From an optimization exercise on the open Yosys and OpenROAD flow, aimed at small area, a short achievable clock period and few clock cycles; shortcuts taken in it are not production practice. The RTL was checked by simulation tests, not by an equivalence proof against the original design. No activity file was given, so power comes from the tool's default toggle rates.

Design zfu, start of the top module:
module zfu (
    input              clk,
    input              rst,
    input              cmd_valid,
    input      [2:0]   cmd_len,       
    input      [7:0]   cmd_op,        
    input      [47:0]  cmd_arg,       
    input      [63:0]  ts_sec,
    input      [31:0]  ts_usec,
    output reg         rsp_valid,
    output     [7:0]   rsp_status,
    output reg [4:0]   rsp_len,       
    output     [151:0] rsp_data,      
    output reg         mem_req,
    output reg [31:0]  mem_addr,
    input              mem_ack,
    input      [7:0]   mem_rdata,
    input              mem_err
);
Settings: LEC_CHECK=0, ABC_AREA=1, CAP_MARGIN=20, CORE_MARGIN=2, CORE_UTILIZATION=60, PLACE_DENSITY=0.72, SLEW_MARGIN=20; clock period 22.0 ns.
standard.sh (not shown) runs the stock make flow with config.mk's settings and CLKGATE_MAP_FILE= SYNTH_SCRIPT=/design/flow/synth_recipe.tcl, a recipe that flattens the netlist after the stock synthesis.
==> flow/flow/run.sh <==
#!/bin/bash
# Standard ORFS layout (standard.sh) with the standard synthesis. Placement
# and clock tree use a tighter setup-repair target, a leaner clock tree,
# single-strength port buffers and a denser floorplan; routing repairs to
# the plain target, so it only fixes what routing breaks.
set -uo pipefail
COMMON=(
  CORE_UTILIZATION=60 PLACE_DENSITY=0.72
  "BUFFER_PORTS_ARGS=-inputs -outputs -buffer_cell sky130_fd_sc_hd__buf_1"
  "CTS_ARGS=-sink_clustering_enable -repair_clock_nets -dont_use_dummy_load -buf_list sky130_fd_sc_hd__clkbuf_8 -sink_clustering_size 18 -sink_clustering_max_diameter 60"
)
bash standard.sh synth > synth.log 2>&1 || exit 1
bash standard.sh "${COMMON[@]}" SETUP_SLACK_MARGIN=16 cts > place_cts.log 2>&1 || exit 1
bash standard.sh "${COMMON[@]}" SETUP_SLACK_MARGIN=0 finish > route.log 2>&1 || exit 1
Testbench counts at the start, summed over its fixed seeds: cycles 65,714.
Edit:
--- a/flow/flow/run.sh
+++ b/flow/flow/run.sh
@@ -8,5 +8,5 @@
   CORE_UTILIZATION=60 PLACE_DENSITY=0.72
   "BUFFER_PORTS_ARGS=-inputs -outputs -buffer_cell sky130_fd_sc_hd__buf_1"
-  "CTS_ARGS=-sink_clustering_enable -repair_clock_nets -dont_use_dummy_load -buf_list sky130_fd_sc_hd__clkbuf_8 -sink_clustering_size 18 -sink_clustering_max_diameter 60"
+  "CTS_ARGS=-sink_clustering_enable -repair_clock_nets -dont_use_dummy_load -buf_list sky130_fd_sc_hd__clkbuf_8 -sink_clustering_size 25"
 )
 bash standard.sh synth > synth.log 2>&1 || exit 1
Effect: Final cell count went up slightly. Setup slack gains 63 ps. Cell area went up by a few percent. Routed wire length went up by a few percent. Maximum frequency went up slightly. Clock-buffer cell count went up by 157. Worst hold slack loses 36 ps.
Edit:
==> flow/flow/run.sh (replaced) <==
#!/bin/bash
# Standard ORFS layout (standard.sh) with the standard synthesis, then the
# rest of the flow with a tighter setup-repair target, a leaner clock tree,
# single-strength port buffers and a denser floorplan.
set -uo pipefail
bash standard.sh synth > synth.log 2>&1 || exit 1
bash standard.sh \
  SETUP_SLACK_MARGIN=16 \
  CORE_UTILIZATION=60 PLACE_DENSITY=0.72 \
  "BUFFER_PORTS_ARGS=-inputs -outputs -buffer_cell sky130_fd_sc_hd__buf_1" \
  "CTS_ARGS=-sink_clustering_enable -repair_clock_nets -dont_use_dummy_load -buf_list sky130_fd_sc_hd__clkbuf_8 -sink_clustering_size 25" \
  finish > layout.log 2>&1 || exit 1
- ABC_AREA: 1 -> not set
- CORE_UTILIZATION: 60 -> 40
- PLACE_DENSITY: 0.72 -> not set
After rerunning: Via count falls by 3.6%. Routed wire length rises by 5.6%. Worst setup slack got worse by 94 ps. Design area rises by 6.6%. First-iteration DRC count rises by 17%. Combinational power rises by 7.1%. Sequential share of layout area falls by 3.6 points. Power falls by 1.0%. Global-route usage rises by 1.2 points. Flip-flop and latch count does not change. Utilization rises by 5.7 points.
Edit:
==> flow/flow/run.sh (replaced) <==
#!/bin/bash
# Standard ORFS layout (standard.sh) with the standard synthesis. Placement
# and clock tree use a tighter setup-repair target, a leaner clock tree,
# single-strength port buffers and a denser floorplan; routing repairs to
# the plain target, so it only fixes what routing breaks.
set -uo pipefail
COMMON=(
  CORE_UTILIZATION=60 PLACE_DENSITY=0.72
  "BUFFER_PORTS_ARGS=-inputs -outputs -buffer_cell sky130_fd_sc_hd__buf_1"
  "CTS_ARGS=-sink_clustering_enable -repair_clock_nets -dont_use_dummy_load -buf_list sky130_fd_sc_hd__clkbuf_8 -sink_clustering_size 25"
)
bash standard.sh synth > synth.log 2>&1 || exit 1
bash standard.sh "${COMMON[@]}" SETUP_SLACK_MARGIN=16 cts > place_cts.log 2>&1 || exit 1
bash standard.sh "${COMMON[@]}" SETUP_SLACK_MARGIN=0 finish > route.log 2>&1 || exit 1
What happened: Design area came out lower by 4.3%. Die area is unchanged. Hold slack hardly moves. Clock skew came out lower by 10 ps. Power came out lower by 0.48%. Via count came out lower by about 3.5%.

---

Another version of the RTL of zfu (not shown whole).
Size in the first run: about 370 I/O pins, about 0.066 sq mm of cells after synthesis.
export LEC_CHECK = 0
export ABC_AREA = 1
export CAP_MARGIN = 20
export CORE_MARGIN = 2
export CORE_UTILIZATION = 60
export PLACE_DENSITY = 0.72
export SLEW_MARGIN = 20
create_clock -name core_clock -period 22.0 [get_ports {clk}]
==> flow/flow/run.sh <==
#!/bin/bash
# Standard ORFS layout (standard.sh) with the standard synthesis. Placement
# and clock tree use a tighter setup-repair target, a leaner clock tree,
# single-strength port buffers and a denser floorplan; routing repairs to
# the plain target, so it only fixes what routing breaks.
set -uo pipefail
COMMON=(
  CORE_UTILIZATION=60 PLACE_DENSITY=0.72
  "BUFFER_PORTS_ARGS=-inputs -outputs -buffer_cell sky130_fd_sc_hd__buf_1"
  "CTS_ARGS=-sink_clustering_enable -repair_clock_nets -dont_use_dummy_load -buf_list sky130_fd_sc_hd__clkbuf_8 -sink_clustering_size 18 -sink_clustering_max_diameter 50"
)
bash standard.sh synth > synth.log 2>&1 || exit 1
bash standard.sh "${COMMON[@]}" SETUP_SLACK_MARGIN=16 cts > place_cts.log 2>&1 || exit 1
bash standard.sh "${COMMON[@]}" SETUP_SLACK_MARGIN=0 finish > route.log 2>&1 || exit 1
The starting point went through all stages and came out clean.
Testbench counts at the start, summed over its fixed seeds: cycles 64,890.
Change:
--- a/flow/flow/run.sh
+++ b/flow/flow/run.sh
@@ -5 +5 @@
-# the plain target, so it only fixes what routing breaks.
+# a slightly looser target, so it only fixes the paths routing slowed most.
@@ -10 +10 @@
-  "CTS_ARGS=-sink_clustering_enable -repair_clock_nets -dont_use_dummy_load -buf_list sky130_fd_sc_hd__clkbuf_8 -sink_clustering_size 18 -sink_clustering_max_diameter 50"
+  "CTS_ARGS=-sink_clustering_enable -repair_clock_nets -dont_use_dummy_load -buf_list sky130_fd_sc_hd__clkbuf_8 -sink_clustering_size 18 -sink_clustering_max_diameter 60"
@@ -14 +14 @@
-bash standard.sh "${COMMON[@]}" SETUP_SLACK_MARGIN=0 finish > route.log 2>&1 || exit 1
+bash standard.sh "${COMMON[@]}" SETUP_SLACK_MARGIN=15.6 finish > route.log 2>&1 || exit 1
Routed wire length hardly moves.
Die area stays the same.
Via count goes down by 0.57%.
Change:
--- a/flow/flow/run.sh
+++ b/flow/flow/run.sh
@@ -5 +5 @@
-# a slightly looser target, so it only fixes the paths routing slowed most.
+# the plain target, so it only fixes what routing breaks.
@@ -10 +10 @@
-  "CTS_ARGS=-sink_clustering_enable -repair_clock_nets -dont_use_dummy_load -buf_list sky130_fd_sc_hd__clkbuf_8 -sink_clustering_size 18 -sink_clustering_max_diameter 60"
+  "CTS_ARGS=-sink_clustering_enable -repair_clock_nets -dont_use_dummy_load -buf_list sky130_fd_sc_hd__clkbuf_8 -sink_clustering_size 25"
@@ -14 +14 @@
-bash standard.sh "${COMMON[@]}" SETUP_SLACK_MARGIN=15.6 finish > route.log 2>&1 || exit 1
+bash standard.sh "${COMMON[@]}" SETUP_SLACK_MARGIN=0 finish > route.log 2>&1 || exit 1
The changed run completed without violations.
Cell area came out higher by about 2.7%.
Die area stays the same.
Setup slack is better by 0.12 ns.
Power came out higher by 13%.
Fmax came out higher by 2.0%.
Wire length came out higher by 2.7%.
Sequential power is about the same.
Worst hold slack is worse by 0.025 ns.
Critical path depth came out lower by 2.

-- what the ideal ports hide --
No port has a modelled driver above. Below, the same layouts with a new extraction and two added sets of constraints. Step 1: set_driving_cell puts a clkbuf_16 on clk and a buf_2 on each other input, an assumption about the parent block. Step 2, shift: input delay + t, output delay - t, t = (earliest + latest rising clock arrival at the registers) / 2. This alone moves slack from input paths to output paths. Slacks: ideal ports / drivers / drivers and shift; pairs: ideal ports / drivers.
run	shift t [ns]	setup WS [ns]	pins driven straight from the clock port
the first run of note 1	0.922	15.591 / 15.638 / 14.716	1
the second run of note 1	1.023	15.653 / 15.695 / 14.672	1
the third run of note 1	1.019	15.559 / 15.588 / 14.569	1
the fourth run of note 1	1.022	15.473 / 15.519 / 14.498	1
the first run of note 2	0.943	15.584 / 15.637 / 14.694	1
the second run of note 2	0.931	15.531 / 15.583 / 14.652	1
the third run of note 2	1.037	15.655 / 15.709 / 14.672	1
After both steps setup and hold are still met in every run listed. For the third run of note 1, which loses most, drivers alone change the setup slack by +0.029 ns; drivers and shift together by -0.990 ns.
